This is an optimization exercise on Yosys and OpenROAD, whose aim is small area, a short achievable clock period and few clock cycles, not a production implementation.
At most, simulation tests tie the RTL to the original design; equivalence was not proved.
Only the layout flow was run in runs 1 to 3; the RTL was not checked for function there.
Power is estimated from default activity; no workload was simulated.

==> flow/design.v, too long to show whole: its modules and the start of the top module <==
// module qgk: 583 lines
// module qgk_lanes: 26 lines
// module qgk_rqstep: 28 lines
// module qgk_smlad: 310 lines
// module qgk_benc: 24 lines
// module qgk_add18: 55 lines
// module qgk_add32: 97 lines
// module qgk_add36: 107 lines
module qgk (
    input  wire        clk,
    input  wire        rst,
    input  wire        reg_wr,
    input  wire [6:0]  reg_addr,
    input  wire [31:0] reg_wdata,
    output reg  [31:0] reg_rdata,
    output wire        busy,
    output reg         mem_req,
    output reg         mem_we,
    output reg  [31:0] mem_addr,
    output reg  [3:0]  mem_be,
    output reg  [31:0] mem_wdata,
    input  wire        mem_ready,
    input  wire [31:0] mem_rdata
);
  // ...
==> flow/flow/run.sh <==
#!/bin/bash
# The standard ORFS layout (standard synthesis, floorplan, placement, CTS,
# routing), with two changes: the port buffers are buf_4 cells rather than the
# default delay buffers, and ORFS's timing repair is asked to keep a setup
# margin of MARGIN ns at the design's clock period. The make output goes to
# standard_flow.log; ORFS keeps each step's log under orfs/logs/.
set -euo pipefail
MARGIN=7.6
bash standard.sh SETUP_SLACK_MARGIN=$MARGIN "BUFFER_PORTS_ARGS=-buffer_cell sky130_fd_sc_hd__buf_4" finish > standard_flow.log 2>&1
==> flow/standard.sh <==
#!/bin/bash
# synth_recipe.tcl (not shown) runs the flow's synth.tcl, then flattens the netlist and writes it again
# the make line also repeats each setting of config.mk as NAME=value (left out here)
make -C /OpenROAD-flow-scripts/flow DESIGN_CONFIG=/design/flow/config.mk WORK_HOME=/design/flow/orfs CLKGATE_MAP_FILE= SYNTH_SCRIPT=/design/flow/synth_recipe.tcl "${@:-finish}"
==> flow/config.mk <==
export PLATFORM = sky130hd
export DESIGN_NAME = qgk
export DESIGN_NICKNAME = qgk
export VERILOG_FILES = /design/flow/design.v
export SDC_FILE = /design/flow/constraint.sdc
export NUM_CORES = 8
export LEC_CHECK = 0
export CAP_MARGIN = 20
export CORE_MARGIN = 2
export CORE_UTILIZATION = 55
export CTS_CLUSTER_DIAMETER = 100
export CTS_CLUSTER_SIZE = 20
export SLEW_MARGIN = 20
==> flow/constraint.sdc <==
create_clock -name core_clock -period 16.0 [get_ports {clk}]
set_input_delay 3.2000 -clock core_clock [delete_from_list [all_inputs] [get_ports {clk}]]
set_output_delay 3.2000 -clock core_clock [all_outputs]
set_load 0.01 [all_outputs]
==> reports/qor.txt, run 1 <==
Clock Tree Buf Depth: 3
Worst-path clk slew: 0.08 ns
Multi-In Gates: 6,376
outcome: timing/DRC/antenna clean
met2 Usage GRT: 63.87%
Setup WS pre-CTS: 5.684 ns
grt ovf: 0
leading cell types in the layout, fill and taps excluded: edfxtp_1, nand2_1, nor2_1
largest net degree at the start of global routing: 149
sequential cell area: 0.03747 mm^2
Reg with most FFs: la_r
Switching Fraction: 42.65%
CP arrival: 5.52 ns
Reg2Reg Depth: 30
sequential power: 4.50 mW
top power group: combinational cells
endpoints failing hold: 0
crit-path max FO: 19
Yosys top cell area share: 36.96%
HP Start: st_cause[2]
Buffers on Ports: 173
Psw: 5.834 mW
Area after DPL: 0.09387 mm^2
synthesized area: 0.09115 mm^2
Worst Skew: 0.04576 ns
area delta synth->final: 8.191%
==> module qgk, before the edit <==
module qgk (
    input  wire        clk,
    input  wire        rst,
    input  wire        reg_wr,
    input  wire [6:0]  reg_addr,
    input  wire [31:0] reg_wdata,
    output reg  [31:0] reg_rdata,
    output wire        busy,
    output reg         mem_req,
    output reg         mem_we,
    output reg  [31:0] mem_addr,
    output reg  [3:0]  mem_be,
    output reg  [31:0] mem_wdata,
    input  wire        mem_ready,
    input  wire [31:0] mem_rdata
);
    reg [31:0] cmd_r;
    reg        st_done, st_err;
    reg [2:0]  st_cause;
    reg [31:0] wptr, aptr, bptr, mptr, sptr, zptr, optr;
    reg [15:0] nch, klen;
    reg [7:0]  zw, zout, zin;
    reg [31:0] src, dst, len;
    reg [2:0]  pbit;
    reg [31:0] rqsum, rqmul;
    reg [7:0]  rqshift, rqres;
    reg [31:0] acc0, acc1, acc2, acc3;
    localparam S_IDLE = 5'd0,
               S_Z0   = 5'd1,    
               S_Z1   = 5'd2,
               S_BA   = 5'd3,    
               S_BB   = 5'd4,
               S_WA   = 5'd5,    
               S_WB   = 5'd6,
               S_X1   = 5'd7,    
               S_X2   = 5'd8,
               S_GW   = 5'd9,    
               S_OW   = 5'd10,   
               S_MA   = 5'd11,   
               S_MB   = 5'd12,
               S_S0   = 5'd13,
               S_S1   = 5'd14,
               S_TW   = 5'd15,   
               S_OP   = 5'd16,   
               S_U_RD = 5'd17,   
               S_U_WR = 5'd18,   
               S_P_OR = 5'd19,   
               S_P_RD = 5'd20,   
               S_P_WR = 5'd21,   
               S_C_RD = 5'd22,   
               S_C_WR = 5'd23,   
               S_RQ   = 5'd24;   
    reg [24:0] st;
    assign busy = !st[S_IDLE];
    reg [1:0]  wa, wo;
    reg        zpc;
    reg        conv;         
    reg [31:0] pw;           
    reg [15:0] ch;           
    reg [14:0] aw;           
    reg [15:0] co;           
    reg [1:0]  owk;          
    reg        fin;          
    reg [31:0] ba;           
    reg [31:0] wra, wrb;     
    reg [7:0]  za, zb;
    reg [31:0] ma, mb;
    reg [7:0]  sa, sb;
    reg [15:0] b1, b2;       
    reg [59:0] la_r;         
    reg [31:0] xr;           
    reg [17:0] x3lo, x3hi;   
    reg        xv, xc;       
    reg        bias_a, bias_b;
    reg [31:0] wacc0, wacc1, wacc2, wacc3;
    wire [7:0] wa_mask = (wa == 2'd1) ? 8'h03 : (wa == 2'd2) ? 8'h0F : 8'hFF;
    wire [2:0] hmax = (wa == 2'd1) ? 3'd7 : (wa == 2'd2) ? 3'd3 : 3'd1;
    wire [16:0] row_bytes = (wa == 2'd1) ? {3'd0, klen[15:2]} :
                            (wa == 2'd2) ? {2'd0, klen[15:1]} : {1'b0, klen};
    wire [16:0] col_bytes = (wo == 2'd1) ? {3'd0, nch[15:2]} :
                            (wo == 2'd2) ? {2'd0, nch[15:1]} : {1'b0, nch};
    wire [3:0] d_op  = reg_wdata[3:0];
    wire [1:0] d_wa  = reg_wdata[5:4];
    wire [1:0] d_wo  = reg_wdata[7:6];
    wire       d_zpc = reg_wdata[8];
    wire d_hi_zero = (reg_wdata[31:9] == 23'd0);
    wire d_req  = d_hi_zero && d_op == 4'd4 && d_wa == 2'd0 && d_wo != 2'd0 && !d_zpc;
    wire d_gemm = d_hi_zero && d_op == 4'd5 && d_wa != 2'd0 && d_wo != 2'd0;
    wire d_cdc  = d_hi_zero && (d_op == 4'd1 || d_op == 4'd2 || d_op == 4'd3) &&
                  d_wa != 2'd0 && d_wo == 2'd0 && !d_zpc;
    wire [3:0] d_umask = (d_wa == 2'd1) ? 4'hF : (d_wa == 2'd2) ? 4'h7 : 4'h3;
    wire [1:0] d_nmask = (d_wo == 2'd1) ? 2'h3 : 2'h1;
    wire d_dims_ok  = ((nch[1:0] & d_nmask) == 2'd0) && ((klen[3:0] & d_umask) == 4'd0);
    wire d_align_ok = (wptr[1:0] == 2'd0) && (aptr[1:0] == 2'd0) &&
                      (bptr[1:0] == 2'd0) && (mptr[1:0] == 2'd0);
    wire d_pbit_ok  = (d_wa == 2'd1) ? !pbit[0] : (d_wa == 2'd2) ? (pbit[1:0] == 2'd0) : (pbit == 3'd0);
    wire d_grp = (d_wa == 2'd1) ? (len[31:4] != 28'd0) :
                 (d_wa == 2'd2) ? (len[31:3] != 29'd0) : (len[31:2] != 30'd0);
    reg [4:0] d_st;         
    reg [2:0] d_cause;
    always @(*) begin
        d_st    = S_IDLE;
        d_cause = 3'd0;
        if (!(d_req || d_gemm || d_cdc))
            d_cause = 3'd1;
        else if (d_req)
            d_st = S_RQ;
        else if (d_op == 4'd5) begin
            if (!d_dims_ok)
                d_cause = 3'd2;
            else if (!d_align_ok)
                d_cause = 3'd3;
            else if (nch != 16'd0)
                d_st = d_zpc ? S_Z0 : S_BA;
        end else if (d_op == 4'd1) begin
            if (dst[0])
                d_cause = 3'd3;
            else if (len != 32'd0)
                d_st = S_U_RD;
        end else if (d_op == 4'd2) begin
            if (!d_pbit_ok)
                d_cause = 3'd4;
            else if (src[0])
                d_cause = 3'd3;
            else if (len != 32'd0)
                d_st = S_P_RD;
        end else begin
            if (src[1:0] != 2'd0 || dst[1:0] != 2'd0)
                d_cause = 3'd3;
            else if (d_grp)
                d_st = S_C_RD;
            else if (len != 32'd0)
                d_st = S_U_RD;
        end
    end
    wire cmd_wr = reg_wr && st[S_IDLE] && (reg_addr[6:2] == 5'h00);
    always @(*) begin
        mem_req = st[S_Z0] | st[S_Z1] | st[S_BA] | st[S_BB] | st[S_WA] | st[S_WB] | st[S_X1] |
                  st[S_X2] | st[S_OW] | st[S_MA] | st[S_MB] | st[S_S0] | st[S_S1] | st[S_U_RD] |
                  st[S_U_WR] | st[S_P_OR] | st[S_P_RD] | st[S_P_WR] | st[S_C_RD] | st[S_C_WR];
    end
    wire ack = mem_req && mem_ready;
    wire [7:0]  rd_byte = mem_rdata[{ba[1:0], 3'b000} +: 8];
    wire [7:0]  rd_next = mem_rdata[{ba[1:0] + 2'd1, 3'b000} +: 8];
    wire [2:0]  gj       = (wa == 2'd1) ? aw[2:0] : (wa == 2'd2) ? {1'b0, aw[1:0]} : {2'b0, aw[0]};
    wire [2:0]  cj       = (wa == 2'd1) ? pw[3:1] : (wa == 2'd2) ? {1'b0, pw[2:1]} : {2'b0, pw[1]};
    reg         f_last_j;    
    reg         f_c_end;     
    wire [2:0]  cj_n = st[S_C_RD] ? 3'd0 : (st[S_C_WR] && ack) ? cj + 3'd1 : cj;
    reg         f_last_grp;  
    reg         f_k_zero;    
    reg         f_ch_zero;   
    reg         f_p_or;      
    reg         f_p_cy;      
    reg         f_c_tail;    
    wire        ow_need  = (wo == 2'd3) || (wo == 2'd2 && !ch[1]) || (wo == 2'd1 && ch[2:1] == 2'b00);
    wire        o_full   = !fin || (wo == 2'd3) || (wo == 2'd2 && ch[1]) || (wo == 2'd1 && ch[2]);
    wire        o_half   = o_full && !owk[1] && (ba[1:0] != 2'd3);
    wire        ow_cend  = !o_full || o_half || owk[1];
    wire        b_cross  = (ba[1:0] == 2'd3);
    wire [31:0] e_boff = (wa == 2'd1) ? {2'd0, pw[31:2]} : (wa == 2'd2) ? {1'b0, pw[31:1]} : pw;
    wire [2:0]  e_bit  = (wa == 2'd1) ? {pw[1:0], 1'b0} : (wa == 2'd2) ? {pw[0], 2'b0} : 3'd0;
    wire [3:0]  p_bsum = {1'b0, e_bit} + {1'b0, pbit};
    wire [1:0]  pw_lo_n  = st[S_IDLE] ? 2'd0 : (st[S_P_WR] && ack) ? pw[1:0] + 2'd1 : pw[1:0];
    wire [2:0]  e_bit_n  = (wa == 2'd1) ? {pw_lo_n, 1'b0} : (wa == 2'd2) ? {pw_lo_n[0], 2'b0} : 3'd0;
    wire [3:0]  p_bsum_n = {1'b0, e_bit_n} + {1'b0, pbit};
    wire        e_nbyte = (wa == 2'd3) || (wa == 2'd2 && pw[0]) || (wa == 2'd1 && pw[1:0] == 2'b11);
    reg         f_last_aw;   
    reg         f_last_ch;   
    reg         f_pw_end;    
    reg         f_c_last;    
    wire [29:0] c_grp_pw  = (wa == 2'd1) ? {2'd0, pw[31:4]} : (wa == 2'd2) ? {1'b0, pw[31:3]} : pw[31:2];
    wire [29:0] c_grp_len = (wa == 2'd1) ? {2'd0, len[31:4]} : (wa == 2'd2) ? {1'b0, len[31:3]} : len[31:2];
    wire        c_tail    = (wa == 2'd1) ? (len[3:0] != 4'd0) : (wa == 2'd2) ? (len[2:0] != 3'd0) : (len[1:0] != 2'd0);
    wire        last_grp  = ({aw, 1'b0} + {12'd0, hmax, 1'b0} + 16'd2 == klen);
    reg  [31:0] pw_op;
    always @(*) begin
        pw_op = 32'd0;
        if (st[S_WB] && f_last_grp) pw_op = {17'd0, row_bytes[16:2]};
        if (st[S_C_WR])             pw_op = 32'd1;
    end
    wire [31:0] pw_nx;
    wire        pw_co;
    qgk_add32 u_pwadd (.a(pw), .b(pw_op), .cin(1'b1), .s(pw_nx), .cout(pw_co));
    always @(posedge clk) begin
        f_last_aw <= ({aw, 1'b0} + 16'd2 == klen);
        f_last_ch <= (ch + 16'd2 == nch);
        f_pw_end  <= (pw_nx == len);
        f_c_last  <= (c_grp_pw + 30'd1 == c_grp_len);
        f_last_grp <= last_grp;
        f_k_zero  <= (klen == 16'd0);
        f_ch_zero <= (ch == 16'd0);
        f_p_or    <= (p_bsum_n[2:0] != 3'd0);
        f_p_cy    <= p_bsum_n[3];
        f_c_tail  <= c_tail;
        f_last_j  <= (gj == hmax);
        f_c_end   <= (cj_n == hmax);
    end
    wire        rq_idle;     
    wire        snap;        
    wire       c_end = f_c_end;
    wire       last_j = f_last_j;
    wire       s_end = (st[S_S0] && !b_cross) || st[S_S1];      
    wire       o_end = st[S_OW] && ow_cend && owk[0];           
    wire       gap   = (st[S_BB] && f_k_zero) || (st[S_X2] && f_last_aw);
    wire       g_rdy = f_ch_zero || rq_idle;
    wire       g_ow  = !f_ch_zero && ow_need;
    reg [24:0] st_adv;
    always @(*) begin
        st_adv         = 25'd0;
        st_adv[S_IDLE] = st[S_IDLE] || (o_end && fin) || ((st[S_U_WR] || st[S_P_WR]) && f_pw_end) ||
                         (st[S_C_WR] && c_end && f_c_last && !f_c_tail) || (st[S_RQ] && rq_idle);
        st_adv[S_Z0]   = s_end && !f_last_ch && zpc;
        st_adv[S_Z1]   = st[S_Z0] && b_cross;
        st_adv[S_BA]   = (st[S_Z0] && !b_cross) || st[S_Z1] || (s_end && !f_last_ch && !zpc);
        st_adv[S_BB]   = st[S_BA];
        st_adv[S_WA]   = (st[S_BB] && !f_k_zero) || (st[S_X2] && !f_last_aw && last_j);
        st_adv[S_WB]   = st[S_WA];
        st_adv[S_X1]   = st[S_WB] || (st[S_X2] && !f_last_aw && !last_j);
        st_adv[S_X2]   = st[S_X1];
        st_adv[S_GW]   = (gap && !g_rdy) || (st[S_GW] && !rq_idle);
        st_adv[S_OW]   = ((gap || st[S_GW]) && g_rdy && g_ow) || (st[S_OW] && !(ow_cend && owk[0])) ||
                         (st[S_TW] && rq_idle);
        st_adv[S_MA]   = ((gap || st[S_GW]) && g_rdy && !g_ow) || (o_end && !fin);
        st_adv[S_MB]   = st[S_MA];
        st_adv[S_S0]   = st[S_MB];
        st_adv[S_S1]   = st[S_S0] && b_cross;
        st_adv[S_TW]   = (s_end && f_last_ch) || (st[S_TW] && !rq_idle);
        st_adv[S_U_RD] = (st[S_U_WR] && !f_pw_end) || (st[S_C_WR] && c_end && f_c_last && f_c_tail);
        st_adv[S_U_WR] = st[S_U_RD];
        st_adv[S_P_RD] = st[S_P_WR] && !f_pw_end;
        st_adv[S_P_OR] = st[S_P_RD] && f_p_or;
        st_adv[S_P_WR] = (st[S_P_RD] && !f_p_or) || st[S_P_OR];
        st_adv[S_C_RD] = st[S_C_WR] && c_end && !f_c_last;
        st_adv[S_C_WR] = st[S_C_RD] || (st[S_C_WR] && !c_end);
        st_adv[S_RQ]   = st[S_RQ] && !rq_idle;
    end
    wire [24:0] st_n = st[S_IDLE] ? (cmd_wr ? (25'd1 << d_st) : (25'd1 << S_IDLE)) :
                       (mem_req && !mem_ready) ? st : st_adv;
    always @(posedge clk) begin
        if (cmd_wr) begin
            pw <= 32'd0;
            ch <= 16'd0;
            co <= 16'd0;
        end
        if (ack && (st[S_WB] || st[S_U_WR] || st[S_P_WR] || st[S_C_WR]))
            pw <= pw_nx;
        if (ack && (st[S_S1] || (st[S_S0] && !b_cross)) && !f_last_ch)
            ch <= ch + 16'd2;
        if (ack && st[S_BB])
            aw <= 15'd0;
        if (ack && st[S_X2])
            aw <= aw + 15'd1;
        if ((ack && st[S_BB]) || st[S_TW])
            owk <= 2'd0;
        if (ack && st[S_OW]) begin
            owk <= !ow_cend ? (2'b10 | owk) : {1'b0, ~owk[0]};
            if (ow_cend && owk[0])
                co <= co + (o_full ? 16'd2 : 16'd1);
        end
    end
    wire [1:0]  owk_n = st[S_OW] ? (!ow_cend ? (2'b10 | owk) : {1'b0, ~owk[0]}) : 2'b00;
    wire        from_s  = (st[S_S0] || st[S_S1]);
    wire        op_adv  = o_end && fin;
    wire [31:0] a_base =
        ({32{st_adv[S_Z0] | st_adv[S_Z1]}} & zptr) |
        ({32{st_adv[S_BA] | st_adv[S_BB]}} & bptr) |
        ({32{st_adv[S_WA] | st_adv[S_WB]}} & wptr) |
        ({32{st_adv[S_X1] | st_adv[S_X2]}} & aptr) |
        ({32{st_adv[S_OW] | op_adv}} & optr) |
        ({32{st_adv[S_MA] | st_adv[S_MB]}} & mptr) |
        ({32{st_adv[S_S0] | st_adv[S_S1]}} & sptr) |
        ({32{st_adv[S_U_RD] | st_adv[S_C_RD] | st_adv[S_P_RD]}} & src) |
        ({32{st_adv[S_U_WR] | st_adv[S_C_WR] | st_adv[S_P_OR] | st_adv[S_P_WR]}} & dst);
    wire [31:0] a_off1 =
        ({32{st_adv[S_Z0] | st_adv[S_S0]}} & {16'd0, ch}) |
        ({32{st_adv[S_Z1] | st_adv[S_S1]}} & {16'd0, ch[15:1], 1'b1}) |
        ({32{st_adv[S_BA] | st_adv[S_MA]}} & {14'd0, ch, 2'b00}) |
        ({32{st_adv[S_BB] | st_adv[S_MB]}} & {14'd0, ch[15:1], 1'b1, 2'b00}) |
        ({32{st_adv[S_WA] | st_adv[S_WB]}} & {pw[29:0], 2'b00}) |
        ({32{st_adv[S_X1] | st_adv[S_X2]}} & {15'd0, aw, 2'b00}) |
        ({32{st_adv[S_OW]}} & {16'd0, co}) |
        ({32{op_adv}} & {15'd0, col_bytes}) |
        ({32{st_adv[S_U_RD] | st_adv[S_C_RD] | st_adv[S_P_OR] | st_adv[S_P_WR]}} & e_boff) |
        ({32{st_adv[S_U_WR] | st_adv[S_C_WR] | st_adv[S_P_RD]}} & {pw[30:0], 1'b0});
    wire [16:0] a_off2 =
        ({17{st_adv[S_Z0] & from_s}} & 17'd2) |
        ({17{st_adv[S_BA] & from_s}} & 17'd8) |
        ({17{st_adv[S_WB]}} & row_bytes) |
        ({17{st_adv[S_X1] & st[S_X2]}} & 17'd4) |
        ({17{st_adv[S_X2]}} & {klen, 1'b0}) |
        ({17{(st_adv[S_OW] & owk_n[0]) | op_adv}} & col_bytes) |
        ({17{(st_adv[S_U_RD] | st_adv[S_C_RD]) & st[S_C_WR]}} & ((wa == 2'd3) ? 17'd2 : 17'd1)) |
        ({17{st_adv[S_C_WR] & st[S_C_WR]}} & 17'd4) |
        ({17{st_adv[S_P_RD] & st[S_P_WR]}} & 17'd2);
    wire        a_cin  = (st_adv[S_OW] & owk_n[1]) | (st_adv[S_U_RD] & st[S_U_WR] & e_nbyte) |
                         ((st_adv[S_P_OR] | st_adv[S_P_WR]) & f_p_cy);
    wire [31:0] a_o2  = {15'd0, a_off2};
    wire [31:0] a_ps  = a_base ^ a_off1 ^ a_o2;
    wire [31:0] a_pc  = (a_base & a_off1) | (a_base & a_o2) | (a_off1 & a_o2);
    wire [31:0] na = a_ps + {a_pc[30:0], a_cin};
    wire [17:0] lane_a, lane_b;
    qgk_lanes u_lane_a (.x(st[S_C_RD] ? mem_rdata : wra), .j(conv ? cj_n : gj), .code(wa),
                        .z(conv ? zin : za), .l(lane_a));
    qgk_lanes u_lane_b (.x(wrb), .j(gj), .code(wa), .z(zb), .l(lane_b));
    wire [31:0] cv_word = {{7{la_r[17]}}, la_r[17:9], {7{la_r[8]}}, la_r[8:0]};
    wire [7:0]  u_fld   = (rd_byte >> e_bit) & wa_mask;
    wire [15:0] u_half  = {8'd0, u_fld} - {8'd0, (conv ? zin : 8'd0)};
    wire [15:0] p_half  = ba[1] ? mem_rdata[31:16] : mem_rdata[15:0];
    wire [7:0]  p_sat   = p_half[15] ? 8'd0 : (p_half > {8'd0, wa_mask}) ? wa_mask : p_half[7:0];
    wire [7:0]  p_old   = wrb[{ba[1:0], 3'b000} +: 8];
    wire [7:0]  p_byte  = (f_p_or ? p_old : 8'd0) | (wra[7:0] << p_bsum[2:0]);
    wire [15:0] o_fld   = owk[0] ? b2 : b1;
    wire [7:0]  o_byte  = (!o_full || owk[1]) ? o_fld[15:8] : o_fld[7:0];
    always @(*) begin
        mem_addr  = {ba[31:2], 2'b00};
        mem_we    = 1'b0;
        mem_be    = 4'd0;
        mem_wdata = 32'd0;
        if (st[S_U_WR]) begin
                mem_we    = 1'b1;
                mem_be    = ba[1] ? 4'b1100 : 4'b0011;
                mem_wdata = {2{wra[15:0]}};
        end
        if (st[S_C_WR]) begin
                mem_we    = 1'b1;
                mem_be    = 4'b1111;
                mem_wdata = cv_word;
        end
        if (st[S_P_WR]) begin
                mem_we    = 1'b1;
                mem_be    = 4'b0001 << ba[1:0];
                mem_wdata = {4{p_byte}};
        end
        if (st[S_OW]) begin
                mem_we    = 1'b1;
                if (o_half) begin
                    mem_be    = 4'b0011 << ba[1:0];
                    mem_wdata = (ba[1:0] == 2'd0) ? {16'd0, o_fld} :
                                (ba[1:0] == 2'd1) ? {8'd0, o_fld, 8'd0} : {o_fld, 16'd0};
                end else begin
                    mem_be    = 4'b0001 << ba[1:0];
                    mem_wdata = {4{o_byte}};
                end
        end
    end
    always @(*) begin
        case (reg_addr[6:2])
            5'h00:   reg_rdata = cmd_r;
            5'h01:   reg_rdata = {24'd0, 1'b0, st_cause, 2'b00, st_err, st_done};
            5'h02:   reg_rdata = wptr;
            5'h03:   reg_rdata = aptr;
            5'h04:   reg_rdata = bptr;
            5'h05:   reg_rdata = mptr;
            5'h06:   reg_rdata = sptr;
            5'h07:   reg_rdata = zptr;
            5'h08:   reg_rdata = optr;
            5'h09:   reg_rdata = {klen, nch};
            5'h0A:   reg_rdata = {8'd0, zin, zout, zw};
            5'h0B:   reg_rdata = src;
            5'h0C:   reg_rdata = dst;
            5'h0D:   reg_rdata = len;
            5'h0E:   reg_rdata = {29'd0, pbit};
            5'h0F:   reg_rdata = rqsum;
            5'h10:   reg_rdata = rqmul;
            5'h11:   reg_rdata = {24'd0, rqshift};
            5'h12:   reg_rdata = {24'd0, rqres};
            5'h14:   reg_rdata = acc0;
            5'h15:   reg_rdata = acc1;
            5'h16:   reg_rdata = acc2;
            5'h17:   reg_rdata = acc3;
            default: reg_rdata = 32'd0;
        endcase
    end
    wire [17:0] x3lo_n, x3hi_n;
    wire        x3c0, x3c1;
    qgk_add18 u_x3lo (.a({{2{mem_rdata[15]}}, mem_rdata[15:0]}), .b({mem_rdata[15], mem_rdata[15:0], 1'b0}),
                      .cin(1'b0), .s(x3lo_n), .cout(x3c0));
    qgk_add18 u_x3hi (.a({{2{mem_rdata[31]}}, mem_rdata[31:16]}), .b({mem_rdata[31], mem_rdata[31:16], 1'b0}),
                      .cin(1'b0), .s(x3hi_n), .cout(x3c1));
    wire [14:0] bd_al, bd_ah, bd_bl, bd_bh;
    qgk_benc u_benc_al (.a(lane_a[8:0]),   .d(bd_al));
    qgk_benc u_benc_ah (.a(lane_a[17:9]),  .d(bd_ah));
    qgk_benc u_benc_bl (.a(lane_b[8:0]),   .d(bd_bl));
    qgk_benc u_benc_bh (.a(lane_b[17:9]),  .d(bd_bh));
    wire [31:0] mac_a, mac_b;
    qgk_smlad u_mac_a (.a0(la_r[14:0]),  .a1(la_r[29:15]), .x0(xr[15:0]), .x1(xr[31:16]),
                       .t0(x3lo), .t1(x3hi), .acc(bias_a ? xr : xc ? wacc1 : wacc0), .q(mac_a));
    qgk_smlad u_mac_b (.a0(la_r[44:30]), .a1(la_r[59:45]), .x0(xr[15:0]), .x1(xr[31:16]),
                       .t0(x3lo), .t1(x3hi), .acc(bias_b ? xr : xc ? wacc3 : wacc2), .q(mac_b));
    always @(posedge clk) begin
        xr   <= mem_rdata;
        x3lo <= x3lo_n;
        x3hi <= x3hi_n;
        la_r <= (st[S_BA] || st[S_BB]) ? 60'd0 : conv ? {42'd0, lane_a} : {bd_bh, bd_bl, bd_ah, bd_al};
        if (bias_a || (xv && !xc)) wacc0 <= mac_a;
        if (bias_a || (xv &&  xc)) wacc1 <= mac_a;
        if (bias_b || (xv && !xc)) wacc2 <= mac_b;
        if (bias_b || (xv &&  xc)) wacc3 <= mac_b;
    end
    localparam R_IDLE = 2'd0, R_LOAD = 2'd1, R_PSH = 2'd2, R_MUL = 2'd3;
    reg [1:0]  rq_ph;
    reg [31:0] rq_pre;
    reg        rq_pb;
    reg [31:0] rq_a;
    reg [4:0]  rq_cnt;
    reg        rq_ovf;
    reg [1:0]  rq_k;
    reg        rq_req;
    reg        rq_fin;       
    reg        rq_fodd;      
    reg        rq_freq;      
    reg [2:0]  rq_rem;
    reg        rq_start_req;
    wire       rq_start = snap;
    wire [31:0] r_sum = rq_req ? rqsum : (rq_k == 2'd0) ? acc0 : (rq_k == 2'd1) ? acc1 :
                                         (rq_k == 2'd2) ? acc2 : acc3;
    wire [31:0] r_m   = rq_req ? rqmul : rq_k[1] ? mb : ma;
    wire [7:0]  r_s   = rq_req ? rqshift : rq_k[1] ? sb : sa;
    wire        r_psh = r_s[7];                          
    wire [4:0]  r_n1c = (r_s[7:5] == 3'b111) ? ~r_s[4:0] : 5'd31;    
    wire [4:0]  r_n2  = r_s[7] ? 5'd0 : (r_s[6:5] != 2'b00) ? 5'd31 : r_s[4:0];
    wire        r_n2big = (r_n2[4:2] != 3'd0);
    wire [3:0]  r_steps = 4'd7 + {1'b0, r_n2[4:2]} - {3'd0, r_n2big};
    wire [2:0]  r_rem   = r_n2big ? {1'b1, r_n2[1:0]} : {1'b0, r_n2[1:0]};
    wire        r_load = (rq_ph == R_LOAD);
    wire [3:0]  r_dig = r_load ? r_sum[3:0] : rq_pre[3:0];
    wire        r_dpb = r_load ? 1'b0 : rq_pb;
    wire [31:0] r_ain = r_load ? 32'd0 : rq_a;
    wire [35:0] r_acc;
    qgk_rqstep u_rqstep (.a(r_ain), .m(r_m), .d0({r_dig[1:0], r_dpb}), .d1(r_dig[3:1]), .s(r_acc));
    wire [14:0] f_lo  = rq_a[14:0] >> rq_rem;
    wire        f_neg = rq_a[31];
    wire [6:0]  f_hm  = 7'b1111111 << rq_rem;            
    wire        f_h0  = (rq_a[31:15] == 17'd0) && ((rq_a[14:8] & f_hm) == 7'd0);
    wire        f_h1  = (rq_a[31:15] == {17{1'b1}}) && ((rq_a[14:8] & f_hm) == f_hm);
    wire [8:0]  f_sum = {1'b0, f_lo[7:0]} + {1'b0, zout};
    wire [7:0]  r_max = (wo == 2'd1) ? 8'd3 : (wo == 2'd2) ? 8'd15 : 8'd255;
    wire [7:0]  f_min = (f_sum[7:0] > r_max) ? r_max : f_sum[7:0];
    wire [7:0]  r_q   = f_h0 ? ((f_sum > {1'b0, r_max}) ? r_max : f_sum[7:0]) :
                        f_h1 ? (f_sum[8] ? f_min : 8'd0) :
                        f_neg ? 8'd0 : r_max;
    always @(posedge clk) begin
        rq_fin <= 1'b0;
        if (rst) begin
            rq_ph <= R_IDLE;
        end else begin
            case (rq_ph)
                R_IDLE: begin
                    rq_k   <= 2'd0;
                    rq_req <= rq_start_req;
                    if (rq_start || rq_start_req)
                        rq_ph <= R_LOAD;
                end
                R_LOAD: begin
                    rq_rem <= r_rem;
                    if (!r_psh) begin
                        rq_a     <= r_acc[35:4];
                        rq_pre   <= {{4{r_sum[31]}}, r_sum[31:4]};
                        rq_pb    <= r_sum[3];
                        rq_cnt   <= {1'b0, r_steps} - 5'd1;
                        rq_ph    <= R_MUL;
                    end else begin
                        rq_a     <= 32'd0;
                        rq_pre   <= r_sum;
                        rq_ovf   <= 1'b0;
                        rq_cnt   <= r_n1c;
                        rq_ph    <= R_PSH;
                    end
                end
                R_PSH: begin
                    rq_ovf <= rq_ovf | (rq_pre[31] ^ rq_pre[30]);
                    rq_pre <= {rq_pre[30:0], 1'b0};
                    rq_cnt <= rq_cnt - 5'd1;
                    if (rq_cnt == 5'd0) begin
                        if (rq_ovf || (rq_pre[31] ^ rq_pre[30]))
                            rq_pre <= r_sum[31] ? 32'h8000_0000 : 32'h7FFF_FFFF;
                        rq_pb  <= 1'b0;
                        rq_cnt <= {1'b0, r_steps};
                        rq_ph  <= R_MUL;
                    end
                end
                R_MUL: begin
                    rq_a   <= r_acc[35:4];
                    rq_pre <= {{4{rq_pre[31]}}, rq_pre[31:4]};
                    rq_pb  <= rq_pre[3];
                    rq_cnt <= rq_cnt - 5'd1;
                    if (rq_cnt == 5'd0) begin
                        rq_fin  <= 1'b1;
                        rq_fodd <= rq_k[0];
                        rq_freq <= rq_req;
                        rq_k    <= rq_k + 2'd1;
                        rq_ph   <= (rq_req || rq_k == 2'd3) ? R_IDLE : R_LOAD;
                    end
                end
            endcase
        end
    end
    always @(posedge clk) begin
        if (rq_fin && !rq_freq) begin
            if (!rq_fodd)
                b1 <= (wo == 2'd1) ? {r_q[1:0], b1[15:2]} : (wo == 2'd2) ? {r_q[3:0], b1[15:4]} : {r_q, b1[15:8]};
            else
                b2 <= (wo == 2'd1) ? {r_q[1:0], b2[15:2]} : (wo == 2'd2) ? {r_q[3:0], b2[15:4]} : {r_q, b2[15:8]};
        end
    end
    assign rq_idle = (rq_ph == R_IDLE) && !rq_start && !rq_start_req;
    wire        h_wr = reg_wr && st[S_IDLE];
    wire [31:0] dz   = reg_wdata & {32{~rst}};
    wire [4:0]  ha   = reg_addr[6:2];
    assign      snap = ack && (st[S_S1] || (st[S_S0] && !b_cross));
    always @(posedge clk) begin
        if (rst || (h_wr && ha == 5'h00)) cmd_r   <= dz;
        if (rst || (h_wr && ha == 5'h02)) wptr    <= dz;
        if (rst || (h_wr && ha == 5'h03)) aptr    <= dz;
        if (rst || (h_wr && ha == 5'h04)) bptr    <= dz;
        if (rst || (h_wr && ha == 5'h05)) mptr    <= dz;
        if (rst || (h_wr && ha == 5'h06)) sptr    <= dz;
        if (rst || (h_wr && ha == 5'h07)) zptr    <= dz;
        if (rst || (h_wr && ha == 5'h08) || (ack && op_adv))
            optr <= (ack && op_adv && !rst) ? na : dz;
        if (rst || (h_wr && ha == 5'h09)) begin nch <= dz[15:0]; klen <= dz[31:16]; end
        if (rst || (h_wr && ha == 5'h0A)) begin zw <= dz[7:0]; zout <= dz[15:8]; zin <= dz[23:16]; end
        if (rst || (h_wr && ha == 5'h0B)) src     <= dz;
        if (rst || (h_wr && ha == 5'h0C)) dst     <= dz;
        if (rst || (h_wr && ha == 5'h0D)) len     <= dz;
        if (rst || (h_wr && ha == 5'h0E)) pbit    <= dz[2:0];
        if (rst || (h_wr && ha == 5'h0F)) rqsum   <= dz;
        if (rst || (h_wr && ha == 5'h10)) rqmul   <= dz;
        if (rst || (h_wr && ha == 5'h11)) rqshift <= dz[7:0];
        if (rst || (rq_fin && rq_freq)) rqres <= r_q & {8{~rst}};
        if (rst || snap) begin
            acc0 <= wacc0 & {32{~rst}};
            acc1 <= wacc1 & {32{~rst}};
            acc2 <= wacc2 & {32{~rst}};
            acc3 <= wacc3 & {32{~rst}};
        end
    end
    always @(posedge clk) begin
        rq_start_req <= 1'b0;
        xv           <= 1'b0;
        bias_a       <= 1'b0;
        bias_b       <= 1'b0;
        st    <= rst ? (25'd1 << S_IDLE) : st_n;
        if (st[S_IDLE])
            ba <= (reg_wdata[3:0] == 4'd5) ? (reg_wdata[8] ? zptr : bptr) : src;
        else if (!(mem_req && !mem_ready))
            ba <= na;
        if (rst) begin
            st_done  <= 1'b0;
            st_err   <= 1'b0;
            st_cause <= 3'd0;
        end else begin
            if (cmd_wr) begin
                wa    <= d_wa;
                wo    <= d_wo;
                zpc   <= d_zpc;
                conv  <= (d_op == 4'd3);
                za    <= zw;
                zb    <= zw;
                st_done  <= 1'b1;
                st_err   <= (d_cause != 3'd0);
                st_cause <= d_cause;
                rq_start_req <= d_req;
            end
            if (ack && st[S_Z0]) begin za <= rd_byte; zb <= rd_next; end
            if (ack && st[S_Z1]) zb <= rd_byte;
            if (ack && st[S_BA]) bias_a <= 1'b1;
            if (ack && st[S_BB]) begin bias_b <= 1'b1; fin <= 1'b0; end
            if (ack && (st[S_WA] || st[S_C_RD])) wra <= mem_rdata;
            if (ack && st[S_U_RD]) wra[15:0] <= u_half;
            if (ack && st[S_P_RD]) wra[7:0] <= p_sat;
            if (ack && (st[S_WB] || st[S_P_OR])) wrb <= mem_rdata;
            if (ack && st[S_X1]) begin xv <= 1'b1; xc <= 1'b0; end
            if (ack && st[S_X2]) begin xv <= 1'b1; xc <= 1'b1; end
            if (ack && st[S_MA]) ma <= mem_rdata;
            if (ack && st[S_MB]) mb <= mem_rdata;
            if (ack && st[S_S0]) begin sa <= rd_byte; sb <= rd_next; end
            if (ack && st[S_S1]) sb <= rd_byte;
            if (st[S_TW]) fin <= 1'b1;
        end
    end
endmodule
==> run 2, diff against run 1 <==
--- a/flow/design.v
+++ b/flow/design.v
@@ -505,5 +505,5 @@
         end
     end
-    assign rq_idle = (rq_ph == R_IDLE) && !rq_start && !rq_start_req;
+    assign rq_idle = (rq_ph == R_IDLE) && !rq_start_req;
     wire        h_wr = reg_wr && st[S_IDLE];
     wire [31:0] dz   = reg_wdata & {32{~rst}};
==> run 2 against run 1 <==
Effect of this change:
- area after synthesis barely moved
- setup slack improved by 0.21 ns
- register-to-register slack improved by 0.02 ns
- critical path depth rose by 1
- sequential power rose by 1%
- via count fell by 0.77%
- cell count fell by 1.0%
- hold slack improved by 0.019 ns
- clock skew rose by 0.040 ns
- count of clock-buffer cells in the layout fell by 6
- design area fell by 1.1%
==> reports/qor.txt, run 2 <==
Rel. slew slack: 17.34% (was 13.15%)
top_reg_cell synth: edfxtp_1 (unchanged)
met2 Usage GRT: 65.02% (was 63.87%)
Power per Cell Area: 143.1 mW/mm^2 (was 138.7 mW/mm^2)
kind of cell adding the most delay to the critical path: simple AND/OR/NAND/NOR gates (unchanged)
vias in the first global route: 71.66k (was 71.76k)
first-pass GRT wire length: 535,300 um (was 539,900 um)
Setup crit start kind: input port (unchanged)
reg-to-reg startpoint: wo[1] (was rq_k[1])
area of the multi-input gates: 0.04961 mm^2 (was 0.04974 mm^2)
Post-Route WL: 385,500 um (was 388,700 um)
crit-path max FO: 33 (was 19)
fin cells: 10.87k (was 10.98k)
Switching Fraction: 41.63% (was 42.65%)
RSZ-0062 raised after global routing: true (unchanged)
grt ovf: 0 (unchanged)
Psw: 5.814 mW (was 5.834 mW)
met3 usage: 12.80% (was 13.79%)
Synth top cells by count: edfxtp_1, nand2_1, clkbuf_1, nor2_1, o21ai_0 (unchanged)
sequential-to-total area share from yosys stat: 41.07% (was 41.09%)
CP arrival: 5.31 ns (was 5.52 ns)
Die W: 411.2 um (was 411.1 um)
vias post-DR: 77.38k (was 77.98k)
Final Slew Violations: 0 (unchanged)
Comb pwr share: 51.5% (was 50.7%)
die height: 411.2 um (was 411.1 um)
Initial Utilization: 55.33% (was 55.31%)
synthesized area: 0.09119 mm^2 (was 0.09115 mm^2)
P_leak: 37.26 nW (was 38.00 nW)
worst skew pair latency: 0.79 ns (was 0.78 ns)
Buf+Inv Stages, Crit Path: 4 (was 3)
final setup vio count: 0 (unchanged)
core area: 0.1648 mm^2 (unchanged)
Reg-to-Reg End: ba[31] (was rq_a[31])
CP startpoint: reg_addr[6] (unchanged)
maximum clock frequency: 117.6 MHz (was 114.7 MHz)
Max VDD drop: 0.2028 mV (was 0.2996 mV)
Post-synth ARST share: 0% (unchanged)
CTS tree: built (unchanged)
share of layout cells above drive strength 1: 9.229% (was 10.28%)
nets: 9,325 (was 9,429)
Worst R2R Setup Slack: 7.81 ns (was 7.79 ns)
gr busiest metal: met2 (unchanged)
clock sinks: 1,310 (unchanged)
Worst path most repeated cell: buf_4 (unchanged)
RD Place Congestion: 1.019 (was 1.021)
vias per inst: 7.117 (was 7.100)
largest net degree at the start of global routing: 151 (was 149)
H-tree depth: 3 (unchanged)
Routed Antenna Nets: 0 (unchanged)
WS Path Type: input port to output port (unchanged)
Post-Synthesis Cells: 8,846 (was 8,870)
power share of the clock group: 15.9% (was 16.4%)
CP Depth: 10 (was 9)
post-synthesis cell type count: 98 (was 111)
Synth Warn #: 3 (unchanged)
top-count cell post-synth: edfxtp_1 (unchanged)
Reg2Reg Depth: 25 (was 30)
setup TNS: 0 ns (unchanged)
met1 usage: 56.42% (was 59.16%)
Buffers on Ports: 173 (unchanged)
Required @ worst endpoint: 12.80 ns (about the same)
CTS Root Cell: clkbuf_16 (unchanged)
DR WL/cell: 35.46 um (was 35.39 um)
CTS Buf Count: 78 (was 81)
Reg with most FFs: la_r (unchanged)
antenna violations before repair: 29 (was 26)
commonest non-fill, non-tap cell in the layout: edfxtp_1 (unchanged)
Hold Crit Depth: 2 (unchanged)
Yosys reg bits: 1,310 (unchanged)
cell-internal power: 8.151 mW (was 7.845 mW)
Hold Crit Class: flip-flop to flip-flop (unchanged)
min cycle time layout: 8.507 ns (was 8.719 ns)
Worst-path clk slew: 0.09 ns (was 0.08 ns)
Least-Margin Pin Slew: 1.238 ns (was 1.267 ns)
MaxCap Viol Count: 0 (unchanged)
max incr delay on CP: 0.42 ns (was 0.52 ns)
Seq pwr share: 32.6% (was 32.9%)
synth top area cells: edfxtp_1, fa_1, ha_1 (unchanged)
Crit. End Element: output port (unchanged)
Clock Tree Buf Depth: 3 (unchanged)
outcome: timing/DRC/antenna clean (unchanged)
area delta synth->final: 6.977% (was 8.191%)
crit-path cells: buf_4 -> nand2b_4 -> buf_12 -> nor3_4 -> buf_6 -> a221oi_4 -> nand3_1 -> nor2_1 -> nand4_1 -> buf_4 (was buf_12 -> nand3b_1 -> nor3b_2 -> buf_4 -> a22o_1 -> a221oi_1 -> and3_1 -> nand4_1 -> buf_4)
placed insts: 10.68k (was 10.71k)
Die Area: 0.1691 mm^2 (was 0.1690 mm^2)
row cnt: 149 (unchanged)
GR Util All Layers: 44.32% (was 44.73%)
number of flops mapped to enable cells by yosys: 1,122 (unchanged)
initial DRC count: 12.82k (was 14.04k)
Critical Path Slowest Stage Cell: a221oi_4 (was nand4_1)
Worst Skew: 0.08616 ns (was 0.04576 ns)
DP HPWL: 278,600 um (was 283,300 um)
leading cell types in the layout, fill and taps excluded: edfxtp_1, nand2_1, nor2_1 (unchanged)
Yosys top cell area share: 36.95% (was 36.96%)
endpoints failing hold: 0 (unchanged)
I/O pins: 178 (unchanged)
DR DRC count: 0 (unchanged)
Synth area leader: edfxtp_1 (unchanged)
Final period util: 53.17% (was 54.49%)
Worst setup endpoint: reg_rdata[7] (was reg_rdata[4])
sequential cell area: 0.03747 mm^2 (about the same)
filler instances: 14.15k (was 13.91k)
max reg flops: 60 (unchanged)
drt first pass iters: 12 (was 10)
synthesized area per cell: 10.31 um^2 (was 10.28 um^2)
==> run 2: layout make-up <==
type,count,area share (%)
Inverter,477,1.835
Antenna cell,15,0.03848
Tap cell,2189,2.808
Clock buffer,108,2.116
Multi-Input combinational cell,6342,50.86
Sequential cell,1310,38.41
Timing Repair Buffer,412,3.610
Clock inverter,19,0.3258
==> run 2: cell families after synthesis <==
| group | count (synthesis) | synth area share, % |
|---|---|---|
| AOI/OAI and AO/OA | 2455 | 18.86 |
| and+or+nand+nor | 2073 | 10.76 |
| DFF | 1310 | 41.07 |
| buffers and inverters | 1195 | 5.138 |
| adders and majority gates | 649 | 11.11 |
| xor gates and xnor gates | 631 | 6.092 |
| muxes | 532 | 6.966 |
| other | 1 | 0.004112 |
==> run 2: repair_timing <==
item	in CTS	in global routing
gates resized for setup	60	39
cloned	2	5
setup endpoints to repair	44	37
hold buffers	0	0
pin swaps	9	23
setup buffers	11	30
==> run 2: worst min path at each step <==
stage / from / endpoint / slack [ns]
3_5_place_dp: st_done / st_done / 0.47
4_1_cts: st_done / st_done / 0.49
3_3_place_gp: st_done / st_done / 0.46
5_1_grt: st_cause[0] / st_cause[0] / 0.52
2_1_floorplan: rq_start_req / rq_req / 0.41
6_report: st[9] / st[9] / 0.49
==> run 2: stage by stage <==
stage               setup slack, ns  instance area, um^2  hold slack [ns]  utilization (%)  total power, mW
CTS                           7.498                96830           0.4930            58.76            13.79
finish                        7.493                97550           0.4918            59.19            13.96
detailed placement            6.807                94040           0.4717            57.06            11.61
floorplan                     7.811                91200           0.4089                -            9.707
global placement              6.842                94030           0.4581            57.06            11.44
global route                  7.527                97520           0.5198            59.18            14.85
==> run 2: tightest hold or removal path: cells and delay by family (launching register included) <==
kind          cells  cell delay [ns]
simple gates      2             0.14
flops             1             0.32
==> run 2: power groups by stage <==
stage	Sequential, mW	Combinational (mW)	Clock, mW
finish	4.56	7.20	2.21
global route	4.54	7.99	2.31
CTS	4.52	7.06	2.21
detailed placement	4.60	7.01	0
global placement	4.60	6.85	0
floorplan	4.39	5.32	0
==> run 2: layer usage <==
layer	vias to the layer above	part of all wire, %
met2	5784	42
met4	26	8.6
met1	37950	36
met3	1321	13
li1	32300	-
met5	-	0.047
==> run 3, diff against run 2 <==
--- a/flow/design.v
+++ b/flow/design.v
@@ -505,5 +505,5 @@
         end
     end
-    assign rq_idle = (rq_ph == R_IDLE) && !rq_start_req;
+    assign rq_idle = (rq_ph == R_IDLE) && !rq_start && !rq_start_req;
     wire        h_wr = reg_wr && st[S_IDLE];
     wire [31:0] dz   = reg_wdata & {32{~rst}};
==> flow/flow/run.sh (replaced) <==
#!/bin/bash
# The standard ORFS layout (standard synthesis, floorplan, placement, CTS,
# routing), with two changes: the port buffers are buf_2 cells rather than the
# default delay buffers, and ORFS's timing repair is asked to keep a setup
# margin of MARGIN ns at the design's clock period. The make output goes to
# standard_flow.log; ORFS keeps each step's log under orfs/logs/.
set -euo pipefail
MARGIN=7.6
bash standard.sh SETUP_SLACK_MARGIN=$MARGIN "BUFFER_PORTS_ARGS=-buffer_cell sky130_fd_sc_hd__buf_2" finish > standard_flow.log 2>&1
==> run 3 against run 2 <==
Effect of this change:
- clock skew down 0.044 ns
- utilization grew 0.19 points
- critical path depth rose by 2
- critical endpoint is now reg_rdata[6]
==> reports/qor.txt, run 3 <==
outcome: timing/DRC/antenna clean (unchanged)
Synth Warn #: 3 (unchanged)
area delta synth->final: 7.363% (was 6.977%)
drt first pass iters: 15 (was 12)
Pwr Total: 13.49 mW (was 13.96 mW)
DR WL/cell: 35.66 um (was 35.46 um)
multiplexer area fraction after synthesis: 6.265% (was 6.966%)
Clock Tree Buf Depth: 3 (unchanged)
Post-Route WL: 390,600 um (was 385,500 um)
Final Slew Violations: 0 (unchanged)
Post-Synthesis Cells: 8,870 (was 8,846)
Worst Skew: 0.04261 ns (was 0.08616 ns)
Fin Hold WS: 0.4660 ns (was 0.4918 ns)
Final period util: 54.25% (was 53.17%)
WS Path Type: input port to output port (unchanged)
Synth area leader: edfxtp_1 (unchanged)
Reg2Reg Depth: 28 (was 25)
setup TNS: 0 ns (unchanged)
sequential-to-total area share from yosys stat: 41.09% (was 41.07%)
worst skew pair latency: 0.77 ns (was 0.79 ns)
synth top area cells: edfxtp_1, fa_1, ha_1 (unchanged)
max reg flops: 60 (unchanged)
MaxCap Viol Count: 0 (unchanged)
post-synthesis cell type count: 111 (was 98)
Rel. slew slack: 14.56% (was 17.34%)
number of flops mapped to enable cells by yosys: 1,122 (unchanged)
antenna violations before repair: 28 (was 29)
RSZ-0062 raised after global routing: true (unchanged)
Power per Cell Area: 137.9 mW/mm^2 (was 143.1 mW/mm^2)
crit-path max FO: 6 (was 33)
leading cell types in the layout, fill and taps excluded: edfxtp_1, nand2_1, nor2_1 (unchanged)
vias per inst: 7.161 (was 7.117)
clock sinks: 1,310 (unchanged)
sequential cell area: 0.03748 mm^2 (was 0.03747 mm^2)
top_reg_cell synth: edfxtp_1 (unchanged)
filler instances: 14.16k (was 14.15k)
DR DRC count: 0 (unchanged)
Adder-Cell Fraction of Synth Area: 11.02% (was 11.11%)
design area: 0.09786 mm^2 (was 0.09755 mm^2)
endpoints failing hold: 0 (unchanged)
die height: 411.1 um (was 411.2 um)
placed insts: 10.72k (was 10.68k)
synthesized area per cell: 10.28 um^2 (was 10.31 um^2)
Worst R2R Setup Slack: 7.79 ns (was 7.81 ns)
Required @ worst endpoint: 12.80 ns (about the same)
Yosys top cell area share: 36.96% (was 36.95%)
gr busiest metal: met2 (unchanged)
P_leak: 37.76 nW (was 37.26 nW)
Synth Area in XOR/XNOR: 5.946% (was 6.092%)
met3 usage: 13.69% (was 12.80%)
Routed Antenna Nets: 0 (unchanged)
commonest non-fill, non-tap cell in the layout: edfxtp_1 (unchanged)
grt ovf: 0 (unchanged)
Die Area: 0.1690 mm^2 (was 0.1691 mm^2)
Area after DPL: 0.09346 mm^2 (was 0.09404 mm^2)
row cnt: 149 (unchanged)
first-pass GRT wire length: 541,500 um (was 535,300 um)
largest net degree at the start of global routing: 144 (was 151)
CTS tree: built (unchanged)
CTS Root Cell: clkbuf_16 (unchanged)
RD Place Congestion: 1.027 (was 1.019)
final setup vio count: 0 (unchanged)
Worst Hold Path EP: st_cause[1] (was st[9])
I/O pins: 178 (unchanged)
initial DRC count: 13.15k (was 12.82k)
nets: 9,410 (was 9,325)
synthesized area: 0.09115 mm^2 (was 0.09119 mm^2)
Initial Utilization: 55.31% (was 55.33%)
GR Util All Layers: 44.85% (was 44.32%)
Yosys reg bits: 1,310 (unchanged)
core area: 0.1648 mm^2 (unchanged)
Setup crit start kind: input port (unchanged)
Die W: 411.1 um (was 411.2 um)
DP HPWL: 283,500 um (was 278,600 um)
maximum clock frequency: 115.2 MHz (was 117.6 MHz)
Crit. End Element: output port (unchanged)
reg-to-reg startpoint: rq_k[1] (was wo[1])
area of the multi-input gates: 0.04968 mm^2 (was 0.04961 mm^2)
Buffers on Ports: 173 (unchanged)
CP arrival: 5.48 ns (was 5.31 ns)
Reg-to-Reg End: rq_a[31] (was ba[31])
top-count cell post-synth: edfxtp_1 (unchanged)
vias in the first global route: 72.09k (was 71.66k)
compound-gate portion of the synthesized area: 19.50% (was 18.86%)
Reg with most FFs: la_r (unchanged)
Post-synth ARST share: 0% (unchanged)
Worst-path clk slew: 0.10 ns (was 0.09 ns)
fin cells: 10.95k (was 10.87k)
Hold Crit Class: flip-flop to flip-flop (unchanged)
min cycle time layout: 8.679 ns (was 8.507 ns)
Max VDD drop: 0.3163 mV (was 0.2028 mV)
Post-Synth Simple-Gate Area: 10.93% (was 10.76%)
vias post-DR: 78.43k (was 77.38k)
Least-Margin Pin Slew: 1.282 ns (was 1.238 ns)
CTS Buf Count: 78 (unchanged)
Synth top cells by count: edfxtp_1, nand2_1, clkbuf_1, nor2_1, o21ai_0 (unchanged)
H-tree depth: 3 (unchanged)
met2 Usage GRT: 64.89% (was 65.02%)
largest family of logic cells by synthesized area: compound AO/OA/AOI/OAI gates (unchanged)
HP Start: st_cause[1] (was st[9])
Hold Crit Depth: 2 (unchanged)
met1 usage: 59.19% (was 56.42%)
share of layout cells above drive strength 1: 9.931% (was 9.229%)
==> run 3: repair_timing <==
item / CTS / global route
gates cloned: 15 / 5
hold buffers: 0 / 0
endpoints found under the setup margin: 115 / 130
gates resized for setup: 128 / 86
buffers inserted: 42 / 32
pin swaps: 43 / 36
==> run 3: kinds of logic after synthesis <==
| kind of cell | Yosys count |
|---|---|
| AND/OR/NAND/NOR | 2077 |
| AO/OA/AOI/OAI | 2531 |
| multiplexers | 506 |
| buffers and inverters | 1186 |
| adder cells (fa/ha/maj) | 641 |
| flip-flops | 1310 |
| XOR/XNOR | 618 |
| other | 1 |
==> run 3: routing by layer <==
layer	wire, um	vias up	share of wire (%)
met3	53300	1313	14
li1	-	32550	-
met2	161600	5991	41
met1	145000	38560	37
met5	92	-	0.024
met4	30660	14	7.8
==> run 3: stage by stage <==
stage / setup WS [ns] / util [%]
floorplan: 7.628 / -
global placement: 5.458 / 56.71
detailed placement: 5.410 / 56.71
CTS: 7.465 / 58.86
global route: 7.424 / 59.37
finish: 7.321 / 59.38
==> run 3: critical path, stage by stage <==
cell	delay [ns]
buf_12	0.11
buf_12	0.12
or3_4	0.38
buf_6	0.14
nor2_4	0.30
buf_12	0.21
buf_4	0.14
a22oi_1	0.08
nand4_1	0.12
nor3_2	0.06
nand4_1	0.35
buf_4	0.23
==> run 3: worst max-delay path by stage <==
| stage | slack, ns | start | endpoint |
|---|---|---|---|
| after floorplan | 7.63 | reg_addr[2] | reg_rdata[23] |
| after global placement | 5.46 | mem_ready | optr[31] |
| after detailed placement | 5.41 | mem_ready | optr[31] |
| after CTS | 7.46 | reg_addr[3] | reg_rdata[1] |
| after global routing | 7.42 | reg_addr[3] | reg_rdata[4] |
| final | 7.32 | reg_addr[3] | reg_rdata[6] |
==> run 3: layout make-up <==
cell class / instances / share of cell area [%]
antenna: 13 / 0.03324
clock buffer: 109 / 2.124
clock inverter: 15 / 0.1854
inverter: 480 / 1.841
multi-input combinational: 6378 / 50.76
sequential: 1310 / 38.30
tap: 2189 / 2.799
timing repair buffer: 458 / 3.958
==> run 3: power breakdown <==
group          switching (mW)  internal, mW
combinational            4.18          2.66
clock                    1.24         0.927
sequential              0.305          4.19
==> run 4, diff against run 3 <==
--- a/flow/design.v
+++ b/flow/design.v
@@ -42,14 +42,13 @@
                S_S1   = 5'd14,
                S_TW   = 5'd15,   
-               S_OP   = 5'd16,   
-               S_U_RD = 5'd17,   
-               S_U_WR = 5'd18,   
-               S_P_OR = 5'd19,   
-               S_P_RD = 5'd20,   
-               S_P_WR = 5'd21,   
-               S_C_RD = 5'd22,   
-               S_C_WR = 5'd23,   
-               S_RQ   = 5'd24;   
-    reg [24:0] st;
+               S_U_RD = 5'd16,   
+               S_U_WR = 5'd17,   
+               S_P_OR = 5'd18,   
+               S_P_RD = 5'd19,   
+               S_P_WR = 5'd20,   
+               S_C_RD = 5'd21,   
+               S_C_WR = 5'd22,   
+               S_RQ   = 5'd23;   
+    reg [23:0] st;
     assign busy = !st[S_IDLE];
     reg [1:0]  wa, wo;
@@ -206,7 +205,7 @@
     wire       g_rdy = f_ch_zero || rq_idle;
     wire       g_ow  = !f_ch_zero && ow_need;
-    reg [24:0] st_adv;
+    reg [23:0] st_adv;
     always @(*) begin
-        st_adv         = 25'd0;
+        st_adv         = 24'd0;
         st_adv[S_IDLE] = st[S_IDLE] || (o_end && fin) || ((st[S_U_WR] || st[S_P_WR]) && f_pw_end) ||
                          (st[S_C_WR] && c_end && f_c_last && !f_c_tail) || (st[S_RQ] && rq_idle);
@@ -236,5 +235,5 @@
         st_adv[S_RQ]   = st[S_RQ] && !rq_idle;
     end
-    wire [24:0] st_n = st[S_IDLE] ? (cmd_wr ? (25'd1 << d_st) : (25'd1 << S_IDLE)) :
+    wire [23:0] st_n = st[S_IDLE] ? (cmd_wr ? (24'd1 << d_st) : (24'd1 << S_IDLE)) :
                        (mem_req && !mem_ready) ? st : st_adv;
     always @(posedge clk) begin
@@ -505,5 +504,5 @@
         end
     end
-    assign rq_idle = (rq_ph == R_IDLE) && !rq_start && !rq_start_req;
+    assign rq_idle = (rq_ph == R_IDLE) && !rq_start_req;
     wire        h_wr = reg_wr && st[S_IDLE];
     wire [31:0] dz   = reg_wdata & {32{~rst}};
@@ -542,5 +541,5 @@
         bias_a       <= 1'b0;
         bias_b       <= 1'b0;
-        st    <= rst ? (25'd1 << S_IDLE) : st_n;
+        st    <= rst ? (24'd1 << S_IDLE) : st_n;
         if (st[S_IDLE])
             ba <= (reg_wdata[3:0] == 4'd5) ? (reg_wdata[8] ? zptr : bptr) : src;
==> run 4 against run 3 <==
Effect of this change:
- cell count shrank 0.80%
- combinational power is 43% lower
- total power fell by 23%
- non-clock buffer count is 58 lower
- still clean
- area after synthesis is essentially flat
- critical endpoint is now reg_rdata[1]
- register-to-register slack got worse by 0.06 ns
- maximum frequency grew 0.32%
- first-iteration DRC count up 2.1%
==> reports/qor.txt, run 4 <==
MaxCap Viol Count: 0 (unchanged)
Clock Tree Buf Depth: 3 (unchanged)
Worst-path clk slew: 0.08 ns (was 0.10 ns)
RSZ-0062 raised after global routing: true (unchanged)
Synth top cells by count: edfxtp_1, nand2_1, clkbuf_1, nor2_1, o21ai_0 (unchanged)
Post-Route WL: 382,200 um (was 390,600 um)
RD Place Congestion: 1.008 (was 1.027)
Initial Utilization: 55.28% (was 55.31%)
P_leak: 37.32 nW (was 37.76 nW)
H-tree depth: 3 (unchanged)
endpoints failing hold: 0 (unchanged)
CTS tree: built (unchanged)
CTS Buf Count: 79 (was 78)
fin cells: 10.86k (was 10.95k)
design area: 0.09747 mm^2 (was 0.09786 mm^2)
placed insts: 10.66k (was 10.72k)
Hold Crit Class: flip-flop to flip-flop (unchanged)
Worst Skew: 0.06520 ns (was 0.04261 ns)
CTS Root Cell: clkbuf_16 (unchanged)
top_reg_cell synth: edfxtp_1 (unchanged)
DR DRC count: 0 (unchanged)
initial DRC count: 13.43k (was 13.15k)
CTS hold repair buffers: 0 (unchanged)
final setup vio count: 0 (unchanged)
share of layout cells above drive strength 1: 9.352% (was 9.931%)
Rel. slew slack: 16.61% (was 14.56%)
area delta synth->final: 6.979% (was 7.363%)
vias post-DR: 77.32k (was 78.43k)
Die W: 411 um (was 411.1 um)
Synth area leader: edfxtp_1 (unchanged)
Yosys reg bits: 1,310 (unchanged)
Post-Synthesis Cells: 8,837 (was 8,870)
WS Path Type: input port to output port (unchanged)
setup TNS: 0 ns (unchanged)
vias per inst: 7.117 (was 7.161)
Setup crit start kind: input port (unchanged)
Fin Hold WS: 0.4569 ns (was 0.4660 ns)
number of flops mapped to enable cells by yosys: 1,122 (unchanged)
vias in the first global route: 70.60k (was 72.09k)
filler instances: 14.04k (was 14.16k)
grt ovf: 0 (unchanged)
synth top area cells: edfxtp_1, fa_1, ha_1 (unchanged)
Final period util: 54.07% (was 54.25%)
I/O pins: 178 (unchanged)
met1 usage: 57.98% (was 59.19%)
gr busiest metal: met2 (unchanged)
worst skew pair latency: 0.78 ns (was 0.77 ns)
Final Slew Violations: 0 (unchanged)
DR WL/cell: 35.18 um (was 35.66 um)
Required @ worst endpoint: 12.80 ns (about the same)
synthesized area: 0.09111 mm^2 (was 0.09115 mm^2)
HP Start: st_cause[1] (unchanged)
nets: 9,324 (was 9,410)
Reg with most FFs: la_r (unchanged)
Routed Antenna Nets: 0 (unchanged)
maximum clock frequency: 115.6 MHz (was 115.2 MHz)
CP arrival: 5.45 ns (was 5.48 ns)
post-synthesis cell type count: 91 (was 111)
met3 usage: 12.55% (was 13.69%)
max reg flops: 60 (unchanged)
clock sinks: 1,310 (unchanged)
outcome: timing/DRC/antenna clean (unchanged)
Crit. End Element: output port (unchanged)
Least-Margin Pin Slew: 1.251 ns (was 1.282 ns)
min cycle time layout: 8.652 ns (was 8.679 ns)
largest net degree at the start of global routing: 89 (was 144)
Area after DPL: 0.09346 mm^2 (about the same)
top-count cell post-synth: edfxtp_1 (unchanged)
Max VDD drop: 0.1516 mV (was 0.3163 mV)
met2 Usage GRT: 63.82% (was 64.89%)
DP HPWL: 272,300 um (was 283,500 um)
core area: 0.1648 mm^2 (unchanged)
die height: 411 um (was 411.1 um)
antenna violations before repair: 27 (was 28)
Yosys top cell area share: 36.98% (was 36.96%)
Post-synth ARST share: 0% (unchanged)
GR Util All Layers: 43.72% (was 44.85%)
synthesized area per cell: 10.31 um^2 (was 10.28 um^2)
Reg-to-Reg End: wacc2[18] (was rq_a[31])
Synth Warn #: 3 (unchanged)
first-pass GRT wire length: 528,000 um (was 541,500 um)
commonest non-fill, non-tap cell in the layout: edfxtp_1 (unchanged)
Die Area: 0.1689 mm^2 (was 0.1690 mm^2)
sequential-to-total area share from yosys stat: 41.11% (was 41.09%)
crit-path max FO: 33 (was 6)
reg-to-reg startpoint: xc (was rq_k[1])
row cnt: 149 (unchanged)
Reg2Reg Depth: 20 (was 28)
Worst R2R Setup Slack: 7.73 ns (was 7.79 ns)
Worst Hold Path EP: st_cause[1] (unchanged)
Hold Crit Depth: 2 (unchanged)
Power per Cell Area: 106.8 mW/mm^2 (was 137.9 mW/mm^2)
Buffers on Ports: 173 (unchanged)
leading cell types in the layout, fill and taps excluded: edfxtp_1, nand2_1, o21ai_0 (was edfxtp_1, nand2_1, nor2_1)
drt first pass iters: 12 (was 15)
==> run 4: cell count changes in the layout (fill, tap and decap cells not counted), moves of 25 or more <==
| cell | previous run | this run |
|---|---|---|
| nand4_1 | 62 | 90 |
| nand3_1 | 143 | 116 |
| xnor2_1 | 343 | 318 |
| buf_4 | 226 | 174 |
| mux4_2 | 46 | 81 |
| a22oi_1 | 299 | 363 |
| a21oi_1 | 442 | 401 |
==> run 4: per-layer routing <==
layer | part of all wire (%) | up-vias
li1 | - | 32390
met1 | 37 | 37730
met2 | 42 | 5915
met3 | 14 | 1261
met4 | 7.4 | 26
met5 | 0.073 | -
==> run 4: worst max-delay path by stage <==
stage | start | endpoint | slack (ns) | depth (start not counted)
floorplan | reg_addr[6] | reg_rdata[13] | 7.93 | 9
global placement | wo[0] | ba[28] | 6.48 | 26
detailed placement | wo[0] | ba[28] | 6.46 | 26
CTS | reg_addr[6] | reg_rdata[1] | 7.52 | 10
global route | reg_addr[2] | reg_rdata[1] | 7.45 | 10
finish | reg_addr[2] | reg_rdata[1] | 7.35 | 10
==> run 4: cells by family after synthesis <==
group / count (synthesis) / synth area share (%)
other: 1 / 0.004116
DFF: 1310 / 41.11
muxes: 530 / 7.018
xor gates and xnor gates: 606 / 5.826
and+or+nand+nor: 2066 / 10.77
buffers and inverters: 1185 / 5.073
AOI/OAI and AO/OA: 2495 / 19.13
adders and majority gates: 644 / 11.07
==> run 4: area by class of cell <==
cell class / count / area (um^2) / area share [%]
Antenna cell: 14 / 35.03 / 0.03594
Clock buffer: 109 / 2153 / 2.209
Clock inverter: 15 / 295.3 / 0.3030
Inverter: 483 / 1821 / 1.868
Multi-Input combinational cell: 6344 / 49770 / 51.06
Sequential cell: 1310 / 37470 / 38.44
Tap cell: 2189 / 2739 / 2.810
Timing Repair Buffer: 400 / 3187 / 3.270
==> run 4: repair_timing <==
action                     in CTS  in global routing
pin swaps                      11                 22
setup endpoints to repair      79                123
setup buffers                  21                 38
resized for setup              80                 95
cloned                          5                  5
==> run 4: critical path: stages <==
cell and delay [ns]:
buf_4 0.12, nand2b_2 0.18, nor3_2 0.08, buf_12 0.21, a22o_1 0.29, a221oi_2 0.19, nand3_1 0.10, nor2_1 0.13
nand4_1 0.54, buf_2 0.36
==> run 4: through the flow <==
stage | power [mW] | utilization (%) | setup slack, ns
6_report | 10.41 | 59.14 | 7.348
5_1_grt | 10.82 | 59.12 | 7.455
4_1_cts | 10.23 | 58.60 | 7.523
3_5_place_dp | 8.035 | 56.71 | 6.455
3_3_place_gp | 7.974 | 56.71 | 6.480
2_1_floorplan | 6.739 | - | 7.933
==> run 4: where the power goes <==
group | internal, mW | total [mW] | switching, mW
combinational | 1.43 | 3.89 | 2.46
sequential | 4.02 | 4.27 | 0.255
clock | 0.976 | 2.25 | 1.27
total | 6.43 | 10.4 | 3.99
Testbench counts of run 4, summed over its fixed seeds: cycles 61,590.

port drivers added, routing unchanged:
The results above use ideal ports. As a check the final layouts listed here were re-extracted and re-timed, cells and wires unchanged. Step 1 sets driving cells, clkbuf_16 on the clock port and buf_2 on the other inputs (assumed; they add their load-dependent delay and slew). Step 2 adds t to the input delays and takes it off the output delays; t is the mean of the earliest and latest rising clock arrival at the registers after step 1. Input paths then give back, and output paths get back, about the clock's delay inside the block. Three values: no drivers, after step 1, after step 2; two values: the first two.
run | shift t [ns] | setup WS [ns] | hold WS [ns] | worst setup path at the end | worst data-port slew with drivers (ns)
run 1 | 0.855 | 7.281 / 7.209 / 6.937 | 0.473 / 0.473 / 0.473 | input to register | 0.11
run 2 | 0.844 | 7.493 / 7.446 / 7.231 | 0.492 / 0.492 / 0.492 | input to register | 0.11
run 3 | 0.839 | 7.321 / 7.267 / 6.855 | 0.466 / 0.466 / 0.466 | input to register | 0.12
run 4 | 0.842 | 7.348 / 7.307 / 7.266 | 0.457 / 0.457 / 0.457 | input to register | 0.11
After both steps every run listed still meets setup and hold. The setup slack of run 3, which loses most, moves by -0.054 ns with the drivers and by -0.466 ns with both steps.
